What follows belongs to an exercise in optimizing a design on an open flow for small area, a short achievable clock period and few clock cycles; a production flow would make more cautious choices. Function was checked by simulation only, so behaviour that the tests miss may differ from the original. Power figures rest on the tool's default switching activity, not on a simulated workload.

==> run X: inputs <==
Design miniature_sc, start of the top module:
module miniature_sc (
    input  wire        clk,
    input  wire        rst,
    input  wire        host_we,
    input  wire [3:0]  host_addr,
    input  wire [15:0] host_wdata,
    output wire [15:0] host_rdata,
    output wire        ready,
    output wire        mem_en,
    output wire        mem_we,
    output wire [1:0]  mem_be,
    output wire [15:0] mem_addr,
    output wire [15:0] mem_wdata,
    input  wire [15:0] mem_rdata
);
Settings: LEC_CHECK=0, CAP_MARGIN=20, CORE_MARGIN=2, CORE_UTILIZATION=40, PLACE_DENSITY=0.6, SETUP_SLACK_MARGIN=4.5, SLEW_MARGIN=20; clock period 10.0 ns.
run.sh (not shown) runs the stock make flow with config.mk's settings and CLKGATE_MAP_FILE= SYNTH_SCRIPT=/design/flow/synth_recipe.tcl, a recipe that flattens the netlist after the stock synthesis.
==> inputs of run A, as changes to run X <==
--- a/flow/design.v
+++ b/flow/design.v
@@ -21,31 +21,32 @@
                      OP_RD16 = 8'h04, OP_WR16 = 8'h05, OP_ENCODE = 8'h10, OP_DECODE = 8'h11,
                      OP_SPR_SET = 8'h20, OP_SPR_GET = 8'h21, OP_SPR_SETROW = 8'h22,
                      OP_PAL_SET = 8'h28, OP_PAL_GET = 8'h29, OP_PSET = 8'h30,
                      OP_FILL = 8'h31, OP_RECT = 8'h32, OP_LINE = 8'h33, OP_FBGET = 8'h34,
                      OP_RASTER = 8'h40;
     localparam [4:0] S_IDLE = 5'd0,  S_EXEC = 5'd1,
                      S_RDW  = 5'd2,  S_RD2  = 5'd3,  S_WR2 = 5'd4, S_SPRW = 5'd5,
                      S_CLR  = 5'd6,  S_FILL = 5'd7,
-                     S_RECT = 5'd8,  S_LNX = 5'd9,   S_LNY = 5'd21, S_LINE0 = 5'd22, S_LINE = 5'd10,
+                     S_RECT = 5'd8,  S_LNX = 5'd9,   S_LINE0 = 5'd22, S_LINE = 5'd10,
                      S_RF   = 5'd11, S_RFW  = 5'd12, S_RX = 5'd13, S_RY = 5'd14, S_RI = 5'd15,
                      S_RB   = 5'd16, S_RP1  = 5'd17, S_RP = 5'd18, S_RW = 5'd19,
-                     S_RS   = 5'd20, S_SPRR = 5'd23;
+                     S_SPRR = 5'd23, S_RDN = 5'd24, S_WRN = 5'd25;
     reg [4:0]  state;
     reg [15:0] cmd;
     reg [15:0] arg0, arg1, arg2, arg3, arg4;
     reg [15:0] res0;
     reg [4:0]  res1, res2;      
     reg [1:0]  scode;           
     reg [15:0] q0, q1, q2, q3;
     reg [17:0] q4;
     reg [1:0]  qf;
     reg [6:0]  rn;              
-    reg [15:0] ba;              
+    reg [6:0]  rn1;             
+    wire [19:0] rn2;            
     reg [15:0] wa;              
     reg        ngrp;            
     reg        nend;            
     wire [15:0] rd = mem_rdata;
     assign ready = (state == S_IDLE);
     msc_hread hread (
         .host_addr(host_addr), .cmd(cmd), .arg0(arg0), .arg1(arg1), .arg2(arg2),
         .arg3(arg3), .arg4(arg4), .res0(res0), .res1(res1), .res2(res2), .scode(scode),
@@ -91,97 +92,127 @@
     wire is_rd16 = f_rd16;
     wire is_wr16 = f_wr16;
     wire is_clr  = f_clr;
     wire pset_on = (arg0[15:7] == 9'd0) && (arg1[15:7] == 9'd0);
     wire [7:0] sbyte = arg1[1] ? rd[15:8] : rd[7:0];
     wire [7:0] q0b   = arg1[1] ? q0[15:8] : q0[7:0];
     wire [16:0] e0 = {arg0[15], arg0};
     wire [16:0] e1 = {arg1[15], arg1};
+    function [19:0] rca;
+        input [19:0] a, b;
+        input        ci;
+        integer i;
+        reg c;
+        begin
+            c = ci;
+            for (i = 0; i < 20; i = i + 1) begin
+                rca[i] = a[i] ^ b[i] ^ c;
+                c = (a[i] & b[i]) | (c & (a[i] ^ b[i]));
+            end
+        end
+    endfunction
+    function [15:0] incdec;
+        input [15:0] a;
+        input        dec;
+        integer i;
+        reg [15:0] t;
+        reg c;
+        begin
+            t = dec ? ~a : a;
+            c = 1'b1;
+            for (i = 0; i < 16; i = i + 1) begin
+                incdec[i] = a[i] ^ c;
+                c = c & t[i];
+            end
+        end
+    endfunction
+    assign rn2 = {4'd0, incdec({9'd0, rn1}, 1'b0)};
     wire [16:0] dxs = {arg2[15], arg2} + (is_line ? ~e0 : e0) + {16'd0, is_line};
     wire [16:0] dys = {arg3[15], arg3} + (is_line ? ~e1 : e1) + {16'd0, is_line};
-    wire [15:0] q0s = q0 + (qf[0] ? 16'h0001 : 16'hFFFF);
-    wire [15:0] q1s = q1 + (qf[1] ? 16'h0001 : 16'hFFFF);
+    wire [15:0] q0s = incdec(q0, !qf[0]);
+    wire [15:0] q1s = incdec(q1, !qf[1]);
     wire rect_empty = arg2[15] || arg2 == 16'd0 || arg3[15] || arg3 == 16'd0 ||
                       (!arg0[15] && |arg0[14:7]) || (!arg1[15] && |arg1[14:7]) ||
                       dxs[16] || dxs == 17'd0 || dys[16] || dys == 17'd0;
     wire [6:0] rxl = arg0[15] ? 7'd0 : arg0[6:0];
     wire [6:0] ryl = arg1[15] ? 7'd0 : arg1[6:0];
     wire [7:0] rxe = |dxs[15:7] ? 8'd128 : dxs[7:0];
     wire [7:0] rye = |dys[15:7] ? 8'd128 : dys[7:0];
     wire [6:0] cx = q0[6:0], cy = q1[6:0], xlo = q2[6:0];
     wire [7:0] xend = q3[7:0], yend = q4[7:0];
     wire [15:0] lx = q0, ly = q1, ldx = q2, ldy = q3;
     wire signed [17:0] lerr = q4;
     wire signed [19:0] le2  = {lerr[17], lerr, 1'b0};
     wire signed [19:0] ldx20 = {4'b0000, ldx}, ldy20 = {4'b0000, ldy};
     wire signed [17:0] ldx18 = {2'b00, ldx},   ldy18 = {2'b00, ldy};
-    wire l_xs = (le2 + ldy20) >= 20'sd0;    
-    wire l_ys = (ldx20 - le2) >= 20'sd0;    
+    wire [19:0] l_t1 = le2 + ldy20;
+    wire [19:0] l_t2 = ldx20 - le2;
+    wire l_xs = !l_t1[19];                  
+    wire l_ys = !l_t2[19];                  
     wire [17:0] dma  = ldx18 - ldy18;
     wire [17:0] lop  = l_ys ? (l_xs ? dma : ldx18) : (l_xs ? ~ldy18 : 18'd0);
     wire [17:0] lerr_n = lerr + lop + {17'd0, l_xs && !l_ys};
     wire line_on   = (lx[15:7] == 9'd0) && (ly[15:7] == 9'd0);
     wire line_last = (lx == arg2) && (ly == arg3);
-    wire [15:0] q2neg = 16'd0 - q2;
-    wire [15:0] q3neg = 16'd0 - q3;
     wire [15:0] bword = q0;
     wire [6:0]  X7 = q1[6:0], Y7 = q1[13:7];
-    wire [7:0]  didx = q2[7:0];
+    wire [7:0]  didx = q2[7:0];           
     wire [3:0]  dpal = q2[11:8];
     wire        xvis = q2[12], yvis = q2[13];
     wire [5:0]  c0 = q3[5:0], c1 = q3[11:6];
     wire        fx = q3[12], fy = q3[13];
     wire [1:0]  sz = q3[15:14];
     wire [5:0]  npc = q4[5:0], npr = q4[11:6], r1 = q4[17:12];    
     wire [2:0] nm1 = {sz == 2'd3, sz[1], |sz};
     wire [5:0] sm1 = {nm1, 3'b111};           
     function [13:0] clip;                     
         input [15:0] v;
         input [5:0]  s1;
-        reg signed [16:0] sv, ss;
+        reg [19:0] t;                         
         reg vis;
         reg [5:0] lo, hi;
         begin
-            sv  = {v[15], v};
-            ss  = {11'd0, s1};
-            vis = (sv <= 17'sd127) && (sv + ss >= 17'sd0);
+            t   = rca({13'd0, v[6:0]}, {14'd0, s1}, 1'b0);
+            vis = v[15] ? (&v[15:6] && t[7]) : ~|v[15:7];
             lo  = v[15] ? (6'd0 - v[5:0]) : 6'd0;
-            hi  = (sv + ss > 17'sd127) ? ~v[5:0] : s1;
+            hi  = (!v[15] && t[7]) ? ~v[5:0] : s1;
             clip = {vis, lo, hi, 1'b0};
         end
     endfunction
     wire [13:0] rclip = clip(rd, sm1);
     wire       at_c1   = (npc == c1);
-    wire [5:0] npc_a   = at_c1 ? c0 : npc + 6'd1;
-    wire [5:0] npr_a   = at_c1 ? npr + 6'd1 : npr;
+    wire [15:0] npc1   = incdec({10'd0, npc}, 1'b0);
+    wire [15:0] npr1   = incdec({10'd0, npr}, 1'b0);
+    wire [5:0] npc_a   = at_c1 ? c0 : npc1[5:0];
+    wire [5:0] npr_a   = at_c1 ? npr1[5:0] : npr;
     wire       end_a   = at_c1 && (npr == r1);
     wire       grp_a   = at_c1 || (npc[1:0] == 2'b11);
     wire       last_n  = (rn == 7'd127);
-    wire [6:0] rn1     = rn + 7'd1;
-    wire [5:0] ac   = (state == S_RS) ? npc : npc_a;
-    wire [5:0] ar   = (state == S_RS) ? npr : npr_a;
+    wire [5:0] ac   = npc;
+    wire [5:0] ar   = npr;
     wire [2:0] stx  = (ac[5:3] ^ {3{fx}}) & nm1;
     wire [2:0] sty  = (ar[5:3] ^ {3{fy}}) & nm1;
     wire [7:0] bidx = didx + {1'b0, sty, 1'b0, stx};
     wire [1:0]  nk    = npc[1:0] ^ {2{fx}};
     reg  [3:0]  nib;
     always @(*) begin
         case (nk)
             2'd0: nib = bword[3:0];
             2'd1: nib = bword[7:4];
             2'd2: nib = bword[11:8];
             default: nib = bword[15:12];
         endcase
     end
     wire [15:0] p_pal = {PAL_HI, dpal, nib};
-    wire [6:0]  wx = X7 + {1'b0, npc};
-    wire [6:0]  wy = Y7 + {1'b0, npr};
-    wire [11:0] bhi_r  = 12'hEE0 + {4'd0, bidx};
-    wire [15:0] b_addr = {bhi_r, ar[2:0] ^ {3{fy}}, ac[2] ^ fx};
+    wire [19:0] wx20 = rca({13'd0, X7}, {14'd0, npc}, 1'b0);
+    wire [19:0] wy20 = rca({13'd0, Y7}, {14'd0, npr}, 1'b0);
+    wire [6:0]  wx = wx20[6:0];
+    wire [6:0]  wy = wy20[6:0];
+    wire [15:0] b_addr = {3'b111, ~&bidx[7:5], bidx, ar[2:0] ^ {3{fy}}, ac[2] ^ fx};
     wire [11:0] bhi_c  = 12'hEE0 + {4'd0, arg0[7:0]};
     wire [15:0] spr_wa = {bhi_c, arg2[2:0], arg1[2]};
     wire [15:0] row_wa = {bhi_c, arg1[2:0], 1'b0};
     wire [15:0] w_addr = FB_W + {2'b00, wy, wx};
     wire [15:0] fb_q = FB_W + {2'b00, q1[6:0], q0[6:0]};
     wire [15:0] fb_a = FB_W + {2'b00, f_pset ? {arg1[6:0], arg0[6:0]} : arg0[13:0]};
     reg        p_en, p_we;
     reg [1:0]  p_be;
@@ -229,23 +260,23 @@
                         p_en = ok;
                     end
                     OP_RASTER: begin
                         p_en = ok; p_addr = {DESC_HI, 7'd0, 2'd3};
                     end
                     default: ;
                 endcase
             end
-            S_RDW: begin       
-                p_en = is_rd16 && arg0[0]; p_addr = q0s;
+            S_RDN: begin       
+                p_en = 1'b1; p_addr = q0;
             end
             S_WR2: begin
                 p_en = 1'b1; p_we = 1'b1;
                 if (is_wr16) begin
-                    p_addr = q0s; p_be = 2'b01; p_wdata = {arg2[7:0], arg2[15:8]};
+                    p_addr = q0; p_be = 2'b01; p_wdata = {arg2[7:0], arg2[15:8]};
                 end else begin
                     p_addr = row_wa | 16'd1; p_wdata = arg3;
                 end
             end
             S_SPRW: begin      
                 p_en = 1'b1; p_we = 1'b1; p_addr = spr_wa;
                 p_be = arg1[1] ? 2'b10 : 2'b01;
                 if (arg1[0]) p_wdata = {2{arg3[3:0], q0b[3:0]}};
@@ -273,26 +304,26 @@
             end
             S_RY: begin
                 p_en = 1'b1; p_addr = {DESC_HI, rn, 2'd2};
             end
             S_RI: begin
                 p_en = !(xvis && yvis) && !last_n; p_addr = {DESC_HI, rn1, 2'd3};
             end
             S_RB: begin
-                p_en = 1'b1; p_addr = ba;
+                p_en = 1'b1; p_addr = b_addr;
             end
             S_RP1, S_RP: begin
                 p_en = 1'b1; p_addr = p_pal;
             end
             S_RW: begin
                 if (nend) begin
                     p_en = !last_n; p_addr = {DESC_HI, rn1, 2'd3};
                 end else begin
-                    p_en = 1'b1; p_addr = ngrp ? ba : p_pal;
+                    p_en = 1'b1; p_addr = ngrp ? b_addr : p_pal;
                 end
             end
             default: ;
         endcase
     end
     msc_port port (
         .is_rw(state == S_RW), .is_rfw(state == S_RFW), .is_rp1(state == S_RP1), .nk(nk),
         .p_en(p_en), .p_we(p_we), .p_be(p_be), .p_addr(p_addr), .p_wdata(p_wdata),
@@ -342,60 +373,64 @@
                     state <= S_IDLE;
                     if (ok) begin
                         case (opc)
                             OP_CLEAR: begin q0 <= 16'd0; state <= S_CLR; end
                             OP_RD8, OP_SPR_GET, OP_PAL_GET, OP_FBGET: state <= S_RDW;
                             OP_RD16: begin q0 <= {arg1[0], arg0[15:1]}; state <= S_RDW; end
                             OP_WR16: begin
                                 q0 <= {arg1[0], arg0[15:1]};
-                                if (arg0[0]) state <= S_WR2;
+                                if (arg0[0]) state <= S_WRN;
                             end
                             OP_SPR_SETROW: state <= S_WR2;
                             OP_SPR_SET: state <= S_SPRR;
                             OP_ENCODE: res0 <= {1'b1, arg0[7:3], arg1[7:3], arg2[7:3]};
                             OP_DECODE: begin
                                 res0 <= {8'h00, arg0[14:10], 3'b000};
                                 res1 <= arg0[9:5];
                                 res2 <= arg0[4:0];
                             end
                             OP_FILL: begin q0 <= FB_W; state <= S_FILL; end
                             OP_RECT: if (!rect_empty) begin
                                 q0 <= {9'd0, rxl}; q1 <= {9'd0, ryl};
                                 q2[6:0] <= rxl; q3[7:0] <= rxe; q4[7:0] <= rye;
                                 state <= S_RECT;
                             end
                             OP_LINE: begin
-                                q0 <= arg0; q1 <= arg1; q2 <= dxs[15:0]; q3 <= dys[15:0];
-                                qf <= {!dys[16] && dys != 17'd0, !dxs[16] && dxs != 17'd0};
-                                q4[1:0] <= {dys[16], dxs[16]};
+                                q0 <= dxs[16] ? ~dxs[15:0] : dxs[15:0];
+                                q1 <= dys[16] ? ~dys[15:0] : dys[15:0];
+                                q4[3:0] <= {!dys[16] && dys != 17'd0, !dxs[16] && dxs != 17'd0,
+                                            dys[16], dxs[16]};
                                 state <= S_LNX;
                             end
-                            OP_RASTER: begin rn <= 7'd0; state <= S_RFW; end
+                            OP_RASTER: begin rn <= 7'd0; rn1 <= 7'd1; state <= S_RFW; end
                             default: ;
                         endcase
                     end
                 end
                 S_RDW: begin
                     state <= S_IDLE;
                     case (opc)
                         OP_RD8:  res0 <= {8'h00, arg0[0] ? rd[15:8] : rd[7:0]};
                         OP_RD16: begin
                             if (arg0[0]) begin
                                 res0[7:0] <= rd[15:8];
-                                state <= S_RD2;
+                                q0 <= q0s;
+                                state <= S_RDN;
                             end else begin
                                 res0 <= rd;
                             end
                         end
                         OP_SPR_GET: res0 <= {12'h000, arg1[0] ? sbyte[7:4] : sbyte[3:0]};
                         default: res0 <= rd;    
                     endcase
                 end
+                S_RDN: state <= S_RD2;
                 S_RD2: begin res0[15:8] <= rd[7:0]; state <= S_IDLE; end
+                S_WRN: begin q0 <= q0s; state <= S_WR2; end
                 S_WR2:  state <= S_IDLE;
                 S_SPRR: begin q0 <= rd; state <= S_SPRW; end
                 S_SPRW: state <= S_IDLE;
                 S_CLR: begin
                     q0 <= q0s;
                     if (q0 == 16'hFFFF) state <= S_IDLE;
                 end
                 S_FILL: begin
@@ -407,21 +442,21 @@
                         q0[6:0] <= xlo;
                         q1[6:0] <= q1s[6:0];
                         if (q1s[7:0] == yend) state <= S_IDLE;
                     end else begin
                         q0[6:0] <= q0s[6:0];
                     end
                 end
                 S_LNX: begin
-                    if (q4[0]) q2 <= q2neg;
-                    state <= S_LNY;
-                end
-                S_LNY: begin
-                    if (q4[1]) q3 <= q3neg;
+                    q2 <= q4[0] ? q0s : q0;
+                    q3 <= q4[1] ? q1s : q1;
+                    q0 <= arg0;
+                    q1 <= arg1;
+                    qf <= q4[3:2];
                     state <= S_LINE0;
                 end
                 S_LINE0: begin
                     q4 <= dma;
                     state <= S_LINE;
                 end
                 S_LINE: begin
                     if (line_last) begin
@@ -435,17 +470,17 @@
                 S_RF: state <= S_RFW;
                 S_RFW: begin
                     q3[15:12] <= {rd[4:3], rd[2], rd[1]};
                     if (rd[0]) begin
                         state <= S_RX;
                     end else if (last_n) begin
                         state <= S_IDLE;
                     end else begin
-                        rn <= rn1;
+                        rn <= rn1; rn1 <= rn2[6:0];
                     end
                 end
                 S_RX: begin
                     q1[6:0]  <= rd[6:0];
                     q2[12]   <= rclip[13];
                     q3[11:0] <= {rclip[6:1], rclip[12:7]};    
                     q4[5:0]  <= rclip[12:7];                  
                     state    <= S_RY;
@@ -453,51 +488,48 @@
                 S_RY: begin
                     q1[13:7] <= rd[6:0];
                     q2[13]   <= rclip[13];
                     q4[11:6] <= rclip[12:7];                  
                     q4[17:12] <= rclip[6:1];                  
                     state    <= S_RI;
                 end
                 S_RI: begin
-                    q2[11:0] <= rd[11:0];
+                    q2[11:0] <= {rd[11:8], rd[7:0] + 8'hE0};
                     nend <= 1'b0;
-                    if (xvis && yvis)  state <= S_RS;
+                    if (xvis && yvis)  state <= S_RB;
                     else if (last_n)   state <= S_IDLE;
-                    else begin rn <= rn1; state <= S_RFW; end
+                    else begin rn <= rn1; rn1 <= rn2[6:0]; state <= S_RFW; end
                 end
-                S_RS: begin ba <= b_addr; state <= S_RB; end
                 S_RB: state <= S_RP1;
                 S_RP1, S_RP: begin
                     if (state == S_RP1) q0 <= rd;
                     wa <= w_addr;
                     q4[11:0] <= {npr_a, npc_a};
-                    ba <= b_addr;
                     ngrp <= grp_a;
                     nend <= end_a;
                     state <= S_RW;
                 end
                 S_RW: begin
                     if (rd[15]) begin
                         if (nend) begin
                             if (last_n) state <= S_IDLE;
-                            else begin rn <= rn1; state <= S_RF; end
+                            else begin rn <= rn1; rn1 <= rn2[6:0]; state <= S_RF; end
                         end else begin
                             state <= ngrp ? S_RB : S_RP;
                         end
                     end else if (nend) begin
                         if (last_n) state <= S_IDLE;
-                        else begin rn <= rn1; state <= S_RFW; end
+                        else begin rn <= rn1; rn1 <= rn2[6:0]; state <= S_RFW; end
                     end else if (ngrp) begin
                         state <= S_RP1;
                     end else begin
                         wa <= w_addr;
                         q4[11:0] <= {npr_a, npc_a};
-                        ba <= b_addr;
-                        ngrp <= grp_a;
+                            ngrp <= grp_a;
                         nend <= end_a;
                     end
                 end
                 default: state <= S_IDLE;
             endcase
         end
     end
 endmodule
==> run summary <==
| item | run A | run X |
|---|---|---|
| Power density over cell area | 105.9 nW/um^2 | 122.5 nW/um^2 |
| Met1 global-route usage | 0.5381 | 0.5233 |
| Standard-cell row count | 90 | 93 |
| Number of flip-flops and latches | 248 | 255 |
| Cells after Synth | 3200 | 3405 |
| Die ar. | 63470 um^2 | 66620 um^2 |
| Proportion of cell area occupied by registers | 0.2077 | 0.2065 |
| Worst flop-to-flop path endpoint | q4[16] | q1[4] |
| Vias/cell | 6.951 | 6.880 |
| Met2 wire length | 56.22 mm | 55.89 mm |
| TAP cells | 782 | 855 |
| Total leakage power | 0.01105 uW | 0.01183 uW |
| Startpoint of the worst register-to-register path | q4[1] | arg0[1] |
| Status | complete, no violations | complete, no violations |
| Internal portion of total power | 2069 uW | 2333 uW |
| Maximum number of pins on one net before global-route repair | 70 | 86 |
| Global placer's final weighted congestion | 1.054 | 1.058 |
| Simple-gate portion of the synthesized area | 0.2134 | 0.2233 |
| Fraction of area in clock buffers and inverters | 0.03779 | 0.03540 |
| Top pwr grp | the clock network | combinational cells |
| XOR/XNOR Fraction of Synth Area | 0.1024 | 0.08870 |
| Max-slew headroom | 0.2475 | 0.2010 |
| Depth of the worst register-to-register path | 27 | 14 |
| Global router's overall resource usage | 0.4246 | 0.4060 |
| First element of the critical path | q4[4] | qf[0] |
| Filler Cell Count | 5972 | 6317 |
Testbench counts of run X, summed over its fixed seeds: cycles 666,412.
Testbench counts of run A, summed over its fixed seeds: cycles 665,952.

static timing again, ports no longer ideal:
How much do the figures lean on ideal ports? The routed layouts below were timed once more, with nothing changed but the port constraints.
Step 1: set_driving_cell puts a clkbuf_16 on clk and a buf_2 on each other input, an assumption about the parent block.
Step 2 moves the port delays by t, midway between the first and last clock arrival at a register: inputs arrive t later, outputs are due t later. That takes back most of the time a late clock gives input paths.
Slacks: no drivers / after step 1 / after step 2; pairs: no drivers / after step 1.
| run | t (ns) | setup slack, ns | latest minus earliest clock arrival (ns) | worst register clock-pin slew, ns | cell pins on the clock port's net |
|---|---|---|---|---|---|
| run X | 0.645 | 4.223 / 4.155 / 4.296 | 0.027 / 0.027 | 0.07 / 0.07 | 1 |
| run A | 0.639 | 4.492 / 4.432 / 4.477 | 0.019 / 0.019 | 0.07 / 0.07 | 1 |
After both steps every run listed still meets setup and hold. The setup slack of run A, which loses most, moves by -0.060 ns with the drivers and by -0.015 ns with both steps.
